What follows belongs to an exercise in optimizing a design on an open flow for small area, a short achievable clock period and few clock cycles per item; a production flow would make more cautious choices. Only simulation tests tie the RTL to the original design; equivalence was not proved. The flow treats the clock pin as an ideal source, which a real chip does not have. Power is estimated from default activity; no workload was simulated.

<file path="flow/config.mk">
export PLATFORM = sky130hd
export DESIGN_NAME = permcore
export DESIGN_NICKNAME = permcore
export VERILOG_FILES = /design/flow/design.v
export SDC_FILE = /design/flow/constraint.sdc
export NUM_CORES = 8
export LEC_CHECK = 0
export CAP_MARGIN = 30
export CORE_MARGIN = 2
export CORE_UTILIZATION = 55
export CTS_CLUSTER_DIAMETER = 100
export CTS_CLUSTER_SIZE = 24
export SLEW_MARGIN = 30
</file>
<file path="flow/constraint.sdc">
create_clock -name core_clock -period 12.0 [get_ports {clk}]
set_input_delay 2.4000 -clock core_clock [delete_from_list [all_inputs] [get_ports {clk}]]
set_output_delay 2.4000 -clock core_clock [all_outputs]
set_load 0.01 [all_outputs]
</file>
<file path="flow/design.v">
module permcore (
    input  wire         clk,
    input  wire         rst,           
    input  wire         cmd_valid,
    output wire         cmd_ready,
    input  wire [162:0] cmd,
    output reg          rsp_valid,
    output reg  [1:0]   rsp_status,
    output reg  [63:0]  rsp_data
);
    localparam [1:0] PH_EMPTY = 2'd0, PH_SEEDED = 2'd1, PH_BUILT = 2'd2;
    localparam [1:0] ST_OK = 2'd0, ST_ILLEGAL = 2'd1, ST_PHASE = 2'd2;
    parameter  UPS  = 4;           
    localparam NSTG = (64 + UPS - 1) / UPS;   
    wire [2:0]  op    = cmd[2:0];
    wire [63:0] cmd_x = cmd[66:3];
    wire [31:0] cmd_a = cmd[98:67];
    wire [31:0] cmd_b = cmd[130:99];
    wire [31:0] cmd_c = cmd[162:131];
    function [63:0] rotl;
        input [63:0] x;
        input [11:0] sel;
        reg   [63:0] y, z;
        integer l, i;
        begin
            y = x;
            for (l = 0; l < 3; l = l + 1) begin
                for (i = 0; i < 64; i = i + 1)
                    z[i] = (y[i] & sel[4*l])
                         | (y[(i + 64 - (1 << (2*l))) % 64] & sel[4*l + 1])
                         | (y[(i + 64 - 2 * (1 << (2*l))) % 64] & sel[4*l + 2])
                         | (y[(i + 64 - 3 * (1 << (2*l))) % 64] & sel[4*l + 3]);
                y = z;
            end
            rotl = y;
        end
    endfunction
    function [11:0] onehot3;
        input [5:0] r;
        begin
            onehot3 = {4'b0001 << r[5:4], 4'b0001 << r[3:2], 4'b0001 << r[1:0]};
        end
    endfunction
    function [63:0] window;
        input [7:0] lo;
        input [7:0] hi;
        integer j;
        begin
            for (j = 0; j < 64; j = j + 1) window[j] = (j >= lo) && (j <= hi);
        end
    endfunction
    reg        rdy;
    reg [1:0]  phase;
    reg        building;
    reg [7:0]  bc;
    assign cmd_ready = rdy;
    wire acc = cmd_valid & rdy;
    wire ok_gload = (op == 3'd1) && (phase == PH_EMPTY);
    wire ok_gadv  = (op == 3'd2) && (phase == PH_SEEDED);
    wire ok_build = (op == 3'd3) && (phase == PH_SEEDED);
    wire is_mix   = (op == 3'd4) || (op == 3'd5);
    wire ok_mix   = is_mix && (phase == PH_BUILT);
    wire illegal  = (op == 3'd0) || (op == 3'd6) || (op == 3'd7);
    always @(posedge clk) begin
        if (rst) begin
            rdy      <= 1'b1;
            phase    <= PH_EMPTY;
            building <= 1'b0;
        end else begin
            if (acc && ok_gload) phase <= PH_SEEDED;
            if (acc && ok_build) begin
                phase    <= PH_BUILT;
                building <= 1'b1;
                rdy      <= 1'b0;
            end
            if (building) begin
                if (bc == 8'd127) rdy <= 1'b1;
                if (bc == 8'd128) building <= 1'b0;
            end
        end
    end
    always @(posedge clk)
        if (acc && ok_build) bc <= 8'd0;
        else if (building)   bc <= bc + 8'd1;
    reg [6:0]  ra, rb, rc;
    reg [63:0] state;
    reg        gz;                     
    reg [83:0] g_rot;
    reg [55:0] g_lo, g_hi;
    wire [5:0] A = ra[5:0], B = rb[5:0], Cs = rc[5:0];
    wire eA = ~ra[6], eB = ~rb[6], eC = ~rc[6];
    wire [7:0] A8 = {2'b0, A}, B8 = {2'b0, B}, C8 = {2'b0, Cs};
    wire [7:0] amb  = (A >= B) ? A8 - B8 : 8'd0;             
    wire [7:0] hi67 = (Cs >= B) ? 8'd63 : 8'd63 - B8 + C8;   
    wire       zz   = (ra == 7'd0) || (rb == 7'd0) || (rc == 7'd0);
    always @(posedge clk) begin
        gz <= zz;
        g_rot <= {onehot3(A - B + Cs), onehot3(Cs - B), onehot3(A + Cs), onehot3(Cs),
                  onehot3(A - B), onehot3(6'd0 - B), onehot3(A)};
        g_lo  <= {(zz | ~(eA & eB & eC)) ? 8'hff : C8 + amb,
                  (zz | ~(eB & eC))      ? 8'hff : C8,
                  (zz | ~(eA & eC))      ? 8'hff : A8 + C8,
                  (zz | ~eC)             ? 8'hff : C8,
                  (zz | ~(eA & eB))      ? 8'hff : amb,
                  (zz | ~eB)             ? 8'hff : 8'd0,
                  (zz | ~eA)             ? 8'hff : A8};
        g_hi  <= {hi67, hi67, 8'd63, 8'd63, 8'd63 - B8, 8'd63 - B8, 8'd63};
    end
    reg [63:0] g_out;
    integer t;
    always @(*) begin
        g_out = state & {64{~gz}};
        for (t = 0; t < 7; t = t + 1)
            g_out = g_out ^ (rotl(state, g_rot[12*t +: 12]) & window(g_lo[8*t +: 8], g_hi[8*t +: 8]));
    end
    reg [NSTG-1:0]    p_val, p_an, p_ad;
    reg [2*NSTG-1:0]  p_st;
    reg [64*NSTG-1:0] p_v;
    reg [1:0]         q_val, q_gadv;
    reg [3:0]         q_st;
    wire       built = (phase == PH_BUILT);
    wire [1:0] st_in = illegal ? ST_ILLEGAL :
                       (ok_gload | ok_gadv | ok_build | ok_mix) ? ST_OK : ST_PHASE;
    wire gstep = (q_val[0] & q_gadv[0]) | (building & ~bc[7]);
    always @(posedge clk) begin
        if (acc && ok_gload) begin
            state <= cmd_x;
            ra <= {|cmd_a[31:6], cmd_a[5:0]};
            rb <= {|cmd_b[31:6], cmd_b[5:0]};
            rc <= {|cmd_c[31:6], cmd_c[5:0]};
        end else if (gstep)
            state <= g_out;
    end
    reg [4095:0] tbl;        
    reg [63:0]   C, Cp;
    wire        b_load = building & bc[0] & ~bc[7];             
    wire        b_xor  = building & ~bc[0] & (bc != 8'd0);      
    wire [5:0]  bj     = bc[6:1];
    reg  [63:0] below, above;
    integer q;
    always @(*)
        for (q = 0; q < 64; q = q + 1) begin
            below[q] = (q < bj);
            above[q] = (q > bj);
        end
    always @(posedge clk) begin
        if (acc && ok_build) begin
            C  <= 64'd0;
            Cp <= 64'd0;
        end else if (b_load) begin
            C  <= C  ^ (~state & above);
            Cp <= Cp ^ (~state & below);
        end
        if (b_load)
            tbl <= {state, tbl[4095:64]};
        else if (b_xor)
            tbl[4095:4032] <= tbl[4095:4032] ^ state;
    end
    reg [64*NSTG-1:0] seg_out;
    reg [63:0] v, o;
    reg [UPS-1:0] s, sn, sd;
    reg x;
    integer g, i, j, b, kk, qq, lo;
    always @(*) begin
        for (g = 0; g < NSTG; g = g + 1) begin
            lo = UPS*g;
            v = p_v[64*g +: 64];
            s = {UPS{1'b0}};
            sn = {UPS{1'b0}};
            sd = {UPS{1'b0}};
            for (i = 0; i < UPS; i = i + 1) if (UPS*g + i < 64) begin
                kk = lo + i;
                x = p_ad[g] ? v[63-kk] : v[kk];
                for (j = 0; j < i; j = j + 1) begin
                    qq = lo + j;
                    x = x ^ (s[j] & (p_ad[g] ? tbl[64*(63-qq) + 63 - kk] : tbl[64*qq + kk]));
                end
                s[i]  = x;
                sn[i] = x & p_an[g];
                sd[i] = x & p_ad[g];
            end
            for (b = 0; b < 64; b = b + 1) begin
                o[b] = v[b];
                for (j = 0; j < UPS; j = j + 1) if (UPS*g + j < 64) begin
                    qq = lo + j;
                    o[b] = o[b] ^ ((sn[j] & (b != qq) & tbl[64*qq + b])
                                 | (sd[j] & (b != 63 - qq) & tbl[64*(63-qq) + b]));
                end
            end
            seg_out[64*g +: 64] = o;
        end
    end
    wire [63:0] last = seg_out[64*(NSTG-1) +: 64];
    always @(posedge clk) begin
        if (rst) begin
            p_val     <= {NSTG{1'b0}};
            q_val     <= 2'b00;
            rsp_valid <= 1'b0;
        end else begin
            p_val     <= {p_val[NSTG-2:0], acc & built};
            q_val     <= {q_val[0], acc & ~built};
            rsp_valid <= p_val[NSTG-1] | q_val[1];
        end
        p_st   <= {p_st[2*NSTG-3:0], st_in};
        p_an   <= {p_an[NSTG-2:0], ok_mix & ~op[0]};
        p_ad   <= {p_ad[NSTG-2:0], ok_mix & op[0]};
        q_st   <= {q_st[1:0], st_in};
        q_gadv <= {q_gadv[0], ok_gadv};
        p_v[63:0] <= cmd_x ^ (op[0] ? Cp : C);
        p_v[64*NSTG-1:64] <= seg_out[64*(NSTG-1)-1:0];
        rsp_status <= p_val[NSTG-1] ? p_st[2*NSTG-1 -: 2] : q_st[3:2];
        rsp_data   <= ({64{p_val[NSTG-1] & (p_an[NSTG-1] | p_ad[NSTG-1])}} & (last ^ (p_ad[NSTG-1] ? C : Cp)))
                    | ({64{q_val[1] & q_gadv[1]}} & state);
    end
endmodule
</file>
<file path="flow/flow/run.sh">
#!/bin/bash
# The standard layout, with timing repair aimed well below the clock period
# (repair_timing works until every path has SETUP_SLACK_MARGIN ns of slack),
# long nets buffered after CTS, and extra antenna repair after global and
# after detailed routing.
set -euo pipefail
export POST_CTS_TCL="$PWD/flow/cts_post.tcl"
export POST_GLOBAL_ROUTE_TCL="$PWD/flow/grt_post.tcl"
export POST_DETAIL_ROUTE_TCL="$PWD/flow/drt_post.tcl"
bash standard.sh SETUP_SLACK_MARGIN=7.9 MAX_REPAIR_ANTENNAS_ITER_DRT=1 finish > flow_standard.log 2>&1
</file>
<file path="flow/flow/cts_post.tcl">
# After clock tree synthesis: buffer every net longer than 400 um, so that
# no routed wire is long enough to break the antenna rules, then legalize.
estimate_parasitics -placement
repair_design -max_wire_length 400 -slew_margin 30 -cap_margin 30
detailed_placement
check_placement -verbose
</file>
<file path="flow/flow/drt_post.tcl">
# After detailed routing and ORFS's own antenna loop: while antenna
# violations remain, add diodes (with a margin) and route again.
set my_iter 0
while { [check_antennas] && $my_iter < 8 } {
  repair_antennas -ratio_margin 30
  detailed_route {*}$::all_args
  incr my_iter
}
</file>
<file path="flow/flow/grt_post.tcl">
repair_antennas -iterations 5 -ratio_margin 50
check_placement -verbose
check_antennas
</file>
<file path="flow/standard.sh">
#!/bin/bash
# synth_recipe.tcl (not shown) runs the flow's synth.tcl, then flattens the netlist and writes it again
# the make line also repeats each setting of config.mk as NAME=value (left out here)
make -C /OpenROAD-flow-scripts/flow DESIGN_CONFIG=/design/flow/config.mk WORK_HOME=/design/flow/orfs CLKGATE_MAP_FILE= SYNTH_SCRIPT=/design/flow/synth_recipe.tcl "${@:-finish}"
</file>
==> flow_metrics.env, run 1 <==
export IMPL_grt_max_degree=188
export IMPL_drv_cap=0
export IMPL_initialDrtViolationCount=47755
export IMPL_comb_power_share=0.184
export IMPL_irDropWorstVdd_v=0.0001289
export IMPL_synth_edff_count=4180
export IMPL_io_pins=234
export IMPL_synth_most_common_cell="xnor2_1"
export IMPL_fp_dieH_um=720.0
export IMPL_p_per_area_nw_per_um2=132.6
export IMPL_timing_final_crit_share=0.3620
export IMPL_max_stage_delay_ns=0.67
export IMPL_period_needed_ns=4.344
export IMPL_p_clk_frac=0.275
export IMPL_vias=226127
export IMPL_finClkSkew_ns=0.06765
export IMPL_seq_power_share=0.542
export IMPL_setup_viol=0
export IMPL_critPathSlowestCell="or2_2"
export IMPL_yosys_area_top_type="edfxtp_1"
export IMPL_cp_data_arrival_time_ns=5.04
export IMPL_syn_mean_instance_area_um2=11.91
export IMPL_end_kind="flop"
export IMPL_fin_setup_tns_ns=0
export IMPL_synth_top_cell_area_share=0.4451
export IMPL_p_int_mw=29.07
export IMPL_insertion_delay_ns=1.03
export IMPL_ys_top_cells_by_count="xnor2_1, a22oi_1, edfxtp_1"
export IMPL_hp_class="flop to flop"
export IMPL_dr_pass1_iters=14
export IMPL_p_leak_nw=88.66
export IMPL_outcome="no timing/DRC/antenna violations"
export IMPL_worstReg2RegStart="rb[1]"
export IMPL_wire_per_inst_um=39.31
export IMPL_fin_util=0.6089
export IMPL_synth_distinct_cells=85
export IMPL_area_growth_pct=10.08
export IMPL_critPathLaunch="rb[1]"
export IMPL_antenna_left=0
export IMPL_yosysWarnings=1
export IMPL_tightest_slew_ns=1.372
export IMPL_switching_share=0.2937
export IMPL_slew_headroom=0.07884
export IMPL_die_w_um=720.0
export IMPL_ys_top_cells_by_area="edfxtp_1, xnor2_1, a22oi_1, dfxtp_1, o21ai_0"
export IMPL_grt_pass1_wl_um=1630000
export IMPL_cts_tree="built"
export IMPL_grt_pass1_vias=203724
export IMPL_ys_ff_latch=5637
export IMPL_ys_seq_area_frac=0.5486
export IMPL_path_clk_slew_ns=0.10
export IMPL_syn_inst=23677
export IMPL_drive_above_1_share=0.09083
export IMPL_clock_fmax_mhz=230.2
export IMPL_ys_dominant_reg_cell="edfxtp_1"
export IMPL_start_util=0.5532
export IMPL_final_hold_viol_count=0
export IMPL_holdWs_ns=0.3284
export IMPL_worstPathCellList="clkinvlp_4 > buf_4 > ha_1 > nand3_1 > nand3_2 > or2_2 > nor2_2 > o21ai_0"
export IMPL_path_class="flop to flop"
export IMPL_worstHoldStart="p_st[22]"
export IMPL_routabilityCongestion=1.069
export IMPL_grt_antenna_before_repair=113
export IMPL_via_per_inst=7.445
export IMPL_port_buffers=233
export IMPL_path_max_fanout=12
export IMPL_grt_remaining_overflow=0
export IMPL_dieArea_um2=518400
export IMPL_slew_violations=0
export IMPL_finalWirelength_um=1194000
export IMPL_cts_num_sinks=5637
export IMPL_place_hpwl_um=809700
export IMPL_core_area_um2=509800
export IMPL_syn_cell_area_um2=282000
export IMPL_nets=23440
export IMPL_switchingPower_mw=12.09
export IMPL_rows=262
export IMPL_async_flop_share=0
export IMPL_grt_total_usage=0.4378
export IMPL_worstSetupStartpointType="flop"
export IMPL_synth_nets=23882
export IMPL_critPathRequiredTime_ns=12.70
export IMPL_route_detailed_drc=0
## sequential cells by signal, indices dropped and copies added, names as in the netlist, 29 cells and up
register,count
C,64
p_st,29
g_rot,84
g_lo,45
state,64
rsp_data,64
p_v,1024
tbl,4095
Cp,63
## cells in the final DEF (no fill, tap or decap), types with 86 or more instances in the layout
master and n:
xor2_1 183, buf_6 142, nand4_1 429, a22o_1 1056
xnor2_2 156, a22oi_1 4562, a41oi_1 146, buf_16 114
edfxtp_1 4180, nand2_1 467, a21oi_1 294, clkbuf_1 185
dfxtp_2 87, a221oi_1 104, nor2b_1 135, mux2i_1 149
a211oi_1 103, clkbuf_16 296, buf_4 481, buf_12 127
nor2_1 364, dfxtp_1 1329, clkdlybuf4s50_1 164, nand3_1 86
diode_2 180, xnor2_1 4567, o21ai_0 1944
## worst max-delay path, delay by kind of cell, from the launching register on
family / cells / cell delay (ns)
compound gates: 1 / 0.59
fa+ha+maj: 1 / 0.28
buf+inv: 2 / 0.48
simple gates: 4 / 2.15
flops: 1 / 0.50
## kinds of logic after synthesis
logic type,synth area share
flip-flops,0.5486
multiplexers,0.005449
XOR/XNOR,0.1552
AO/OA/AOI/OAI,0.2231
buffers and inverters,0.02910
AND/OR/NAND/NOR,0.03676
adder cells (fa/ha/maj),0.001890
## metrics by stage
step,area [um2],worst slack [ns],std cells,power (mW)
global placement,290400,6.079,29285,29.58
finish,310400,7.656,30374,41.16
floorplan,282000,-0.5358,23677,26.88
detailed placement,290900,6.119,29296,29.57
## final cells by class
cell class                 count  area (um2)
tap                         6732        8423
fill                       40439      199400
clock inverter                39       669.4
timing repair inverter         1       16.27
inverter                      83       376.6
multi-input combinational  16035      123000
sequential                  5637      155000
antenna                      180       450.4
timing repair buffer        1196       14640
clock buffer                 471        7851
## worst paths after layout
path	cells past startpoint	to	slack (ns)
worst max-delay path	8	g_lo[16]	7.66
worst max register to register	8	g_lo[16]	7.66
worst min register to register	0	p_st[24]	0.33
worst min-delay path	0	p_st[24]	0.33
## power by group through the flow
stage                     sequential (mW)  combinational (mW)  clock, mW
after floorplan                      22.3                4.57          0
after global placement               22.7                6.86          0
after detailed placement             22.7                6.84          0
final                                22.3                7.55       11.3
## per-layer routing
layer	GRT usage	part of all wire
met5	0.01683	0.0017
met4	0.1921	0.054
met3	0.1933	0.17
met2	0.5852	0.40
met1	0.6087	0.38
Testbench counts, summed over its fixed seeds: cycles 3,224, items 2,048.
==> inputs of run 2 (changes only) <==
--- a/flow/design.v
+++ b/flow/design.v
@@ -84,6 +84,8 @@
         else if (building)   bc <= bc + 8'd1;
     reg [6:0]  ra, rb, rc;
     reg [63:0] state;
+    reg [63:0] state_r;
+    wire [63:0] state2 = state_r;
     reg        gz;                     
     reg [83:0] g_rot;
     reg [55:0] g_lo, g_hi;
@@ -106,12 +108,20 @@
                   (zz | ~eA)             ? 8'hff : A8};
         g_hi  <= {hi67, hi67, 8'd63, 8'd63, 8'd63 - B8, 8'd63 - B8, 8'd63};
     end
-    reg [63:0] g_out;
+    reg [63:0] g_out, g_out_r;
+    reg [447:0] g_term;
     integer t;
     always @(*) begin
+        for (t = 0; t < 7; t = t + 1)
+            g_term[64*t +: 64] = rotl(t < 3 ? state : state2, g_rot[12*t +: 12])
+                               & window(g_lo[8*t +: 8], g_hi[8*t +: 8]);
         g_out = state & {64{~gz}};
         for (t = 0; t < 7; t = t + 1)
-            g_out = g_out ^ (rotl(state, g_rot[12*t +: 12]) & window(g_lo[8*t +: 8], g_hi[8*t +: 8]));
+            g_out = g_out ^ g_term[64*t +: 64];
+        g_out_r = g_term[64*6 +: 64];
+        for (t = 5; t >= 0; t = t - 1)
+            g_out_r = g_out_r ^ g_term[64*t +: 64];
+        g_out_r = g_out_r ^ (state2 & {64{~gz}});
     end
     reg [NSTG-1:0]    p_val, p_an, p_ad;
     reg [2*NSTG-1:0]  p_st;
@@ -125,15 +135,20 @@
     always @(posedge clk) begin
         if (acc && ok_gload) begin
             state <= cmd_x;
+            state_r <= cmd_x;
             ra <= {|cmd_a[31:6], cmd_a[5:0]};
             rb <= {|cmd_b[31:6], cmd_b[5:0]};
             rc <= {|cmd_c[31:6], cmd_c[5:0]};
-        end else if (gstep)
+        end else if (gstep) begin
             state <= g_out;
+            state_r <= g_out_r;
+        end
     end
     reg [4095:0] tbl;        
     reg [63:0]   C, Cp;
-    wire        b_load = building & bc[0] & ~bc[7];             
+    reg         b_load;
+    always @(posedge clk)
+        b_load <= ~rst & building & ~bc[0] & (bc < 8'd127);
     wire        b_xor  = building & ~bc[0] & (bc != 8'd0);      
     wire [5:0]  bj     = bc[6:1];
     reg  [63:0] below, above;
@@ -148,13 +163,13 @@
             C  <= 64'd0;
             Cp <= 64'd0;
         end else if (b_load) begin
-            C  <= C  ^ (~state & above);
-            Cp <= Cp ^ (~state & below);
+            C  <= C  ^ (~state2 & above);
+            Cp <= Cp ^ (~state2 & below);
         end
         if (b_load)
-            tbl <= {state, tbl[4095:64]};
+            tbl <= {state2, tbl[4095:64]};
         else if (b_xor)
-            tbl[4095:4032] <= tbl[4095:4032] ^ state;
+            tbl[4095:4032] <= tbl[4095:4032] ^ state2;
     end
     reg [64*NSTG-1:0] seg_out;
     reg [63:0] v, o;
@@ -210,6 +225,6 @@
         p_v[64*NSTG-1:64] <= seg_out[64*(NSTG-1)-1:0];
         rsp_status <= p_val[NSTG-1] ? p_st[2*NSTG-1 -: 2] : q_st[3:2];
         rsp_data   <= ({64{p_val[NSTG-1] & (p_an[NSTG-1] | p_ad[NSTG-1])}} & (last ^ (p_ad[NSTG-1] ? C : Cp)))
-                    | ({64{q_val[1] & q_gadv[1]}} & state);
+                    | ({64{q_val[1] & q_gadv[1]}} & state2);
     end
 endmodule
==> flow/flow/run.sh (replaced) <==
#!/bin/bash
# The standard layout, with timing repair aimed well below the clock period
# (repair_timing works until every path has SETUP_SLACK_MARGIN ns of slack)
# and extra antenna repair after global and after detailed routing.
set -euo pipefail
export POST_GLOBAL_ROUTE_TCL="$PWD/flow/grt_post.tcl"
export POST_DETAIL_ROUTE_TCL="$PWD/flow/drt_post.tcl"
bash standard.sh SETUP_SLACK_MARGIN=7.7 MAX_REPAIR_ANTENNAS_ITER_DRT=1 finish > flow_standard.log 2>&1
removed: flow/flow/cts_post.tcl
==> flow_metrics.env, run 2 <==
export IMPL_area_growth_pct=8.684
export IMPL_clk_path_buf_depth=4
export IMPL_ys_seq_area_frac=0.5448
export IMPL_period_needed_ns=4.611
export IMPL_slew_headroom=0.1221
export IMPL_vias=235070
export IMPL_cts_tree="built"
export IMPL_hold_buffers=0
export IMPL_top_register="tbl"
export IMPL_synth_top_cell_area_share=0.4433
export IMPL_ys_top_cells_by_count="xnor2_1, a22oi_1, edfxtp_1"
export IMPL_hp_class="flop to flop"
export IMPL_path_clk_slew_ns=0.10
export IMPL_initialDrtViolationCount=50560
export IMPL_grt_pass1_wl_um=1738000
export IMPL_grt_antenna_before_repair=171
export IMPL_start_util=0.5519
export IMPL_finClkSkew_ns=0.07367
export IMPL_grt_remaining_overflow=0
export IMPL_final_hold_viol_count=0
export IMPL_path_class="flop to flop"
export IMPL_ys_dominant_reg_cell="edfxtp_1"
export IMPL_yosysWarnings=1
export IMPL_p_leak_nw=91.35
export IMPL_io_pins=234
export IMPL_fin_setup_tns_ns=0
export IMPL_grt_max_degree=190
export IMPL_cts_made_buffers=289
export IMPL_routabilityCongestion=1.127
export IMPL_drv_cap=0
export IMPL_route_detailed_drc=0
export IMPL_dr_pass1_iters=22
export IMPL_ys_ff_latch=5702
export IMPL_dp_cells=30034
export IMPL_synth_most_common_cell="xnor2_1"
export IMPL_outcome="no timing/DRC/antenna violations"
export IMPL_irDropWorstVdd_v=0.0001538
export IMPL_path_max_fanout=13
export IMPL_nets=23721
export IMPL_cp_data_arrival_time_ns=5.36
export IMPL_syn_cell_area_um2=287500
export IMPL_cts_setup_buffers=60
export IMPL_fin_cells=31640
export IMPL_cts_num_sinks=5702
export IMPL_drive_above_1_share=0.07854
export IMPL_synth_distinct_cells=91
export IMPL_setup_viol=0
export IMPL_critPathRequiredTime_ns=12.75
export IMPL_top_regs="tbl x4095, p_v x1024, g_rot x84"
export IMPL_ys_top_cells_by_area="edfxtp_1, xnor2_1, a22oi_1, dfxtp_1, o21ai_0"
export IMPL_core_area_um2=520900
export IMPL_clockRootBuffer="clkbuf_16"
export IMPL_final_common_cell="xnor2_1"
export IMPL_largest_reg_flops=4095
export IMPL_antenna_left=0
export IMPL_final_cell_mix="xnor2_1, a22oi_1, edfxtp_1"
export IMPL_slew_violations=0
export IMPL_cts_repair_resize_count=465
export IMPL_rows=265
export IMPL_timing_final_crit_share=0.3843
export IMPL_async_flop_share=0
export IMPL_synth_edff_count=4244
export IMPL_finalWirelength_um=1300000
export IMPL_port_buffers=233
export IMPL_die_w_um=727.0
export IMPL_place_hpwl_um=891700
export IMPL_worstSetupStartpointType="flop"
export IMPL_syn_mean_instance_area_um2=11.98
export IMPL_synth_nets=24198
export IMPL_end_kind="flop"
export IMPL_insertion_delay_ns=1.07
export IMPL_tightest_slew_ns=1.308
export IMPL_dieArea_um2=528500
export IMPL_p_per_area_nw_per_um2=135.3
export IMPL_grt_total_usage=0.4688
export IMPL_clock_fmax_mhz=216.9
export IMPL_syn_inst=23993
export IMPL_wire_per_inst_um=41.08
export IMPL_cts_max_level=5
export IMPL_yosys_area_top_type="edfxtp_1"
export IMPL_grt_pass1_vias=209287
export IMPL_via_per_inst=7.430
export IMPL_fp_dieH_um=727.0
==> run 2: changes by cell type after synthesis, sizes merged, moves of 47 or more <==
cell,previous run,this run
buf,511,658
and2,79,136
nor2,373,481
edfxtp,4180,4244
o41ai,31,81
nand2,470,422
a22oi,4616,4544
xnor3,24,103
xor2,194,147
clkbuf,1429,1228
a41oi,146,355
==> run 2: kinds of logic after synthesis <==
logic type      share of synthesized area
compound gates                     0.2230
xor+xnor                           0.1567
fa+ha+maj                        0.001854
buf+inv                           0.02972
flops                              0.5448
mux                              0.005649
simple gates                      0.03829
==> run 2: power by group <==
group / switching [mW] / internal, mW / total [mW]
sequential: 0.788 / 21.8 / 22.5
clock: 6.85 / 4.82 / 11.7
combinational: 4.92 / 3.15 / 8.06
==> run 2: metrics by stage <==
stage               cell area (um2)  utilization  worst slack (ns)  total power [mW]  hold WS (ns)
finish                       312500       0.5999             7.389             42.28        0.3216
CTS                          308600       0.5925             7.522             41.74        0.3310
detailed placement           298200       0.5725             6.051             30.40        0.3121
global placement             297500       0.5711             5.739             30.40        0.3106
floorplan                    287500            -            -16.70             27.57        0.3096
==> run 2: final cells by class <==
| class | count | area, um2 |
|---|---|---|
| antenna | 952 | 2382 |
| timing repair buffer | 1103 | 10050 |
| inverter | 106 | 439.2 |
| tap | 6942 | 8686 |
| sequential | 5702 | 156900 |
| clock buffer | 476 | 8104 |
| multi-input combinational | 16314 | 125100 |
| clock inverter | 45 | 782.0 |
| fill | 42165 | 208400 |
==> run 2: critical path, stage by stage, from the launching register on <==
cell and delay, ns:
edfxtp_1 0.37, buf_4 0.28, buf_4 0.34, a22o_1 0.27, o21ai_0 0.43, a41oi_1 0.21
o41ai_2 0.77, xor2_1 0.30, o21ai_0 0.43, xnor3_1 0.59, xnor2_1 0.19, a21oi_1 0.11
==> run 2: path summary, 6_finish.rpt <==
check	end	slack, ns	cells after the start	start
min	p_st[28]	0.32	0	p_st[26]
max	state_r[33]	7.39	11	state_r[62]
max reg2reg	state_r[33]	7.39	11	state_r[62]
min reg2reg	p_st[28]	0.32	0	p_st[26]
==> run 2: layer usage <==
layer,GRT usage,wire [um]
met5,0.02114,3360
met1,0.6275,480300
met3,0.2428,232600
met4,0.2475,83200
met2,0.6075,500300
Testbench counts of run 2, summed over its fixed seeds: cycles 3,224, items 2,048.

## separate check: timing with driven ports
Ports are ideal in the flow. The routed layouts listed here were re-timed in OpenROAD.
Step 1, drivers: a clkbuf_16 drives clk and a buf_2 each remaining input, both assumed.
Step 2 adds t to the input delays and takes it off the output delays; t is the mean of the earliest and latest rising clock arrival at the registers after step 1. Input paths then give back, and output paths get back, about the clock's delay inside the block.
Three values: ideal ports, drivers, drivers and shift; two values: the first two.
run | t (ns) | setup WS [ns] | worst setup path at the end | slew at the worst register clock pin (ns) | worst data-port slew with drivers (ns)
run 1 | 1.153 | 7.656 / 7.656 / 6.905 | input to register | 0.11 / 0.11 | 0.07
run 2 | 1.168 | 7.389 / 7.389 / 6.517 | input to register | 0.11 / 0.11 | 0.17
After both steps setup and hold are still met in every run listed. The setup slack of run 2, which loses most, moves by 0.000 ns with the drivers and by -0.872 ns with both steps.
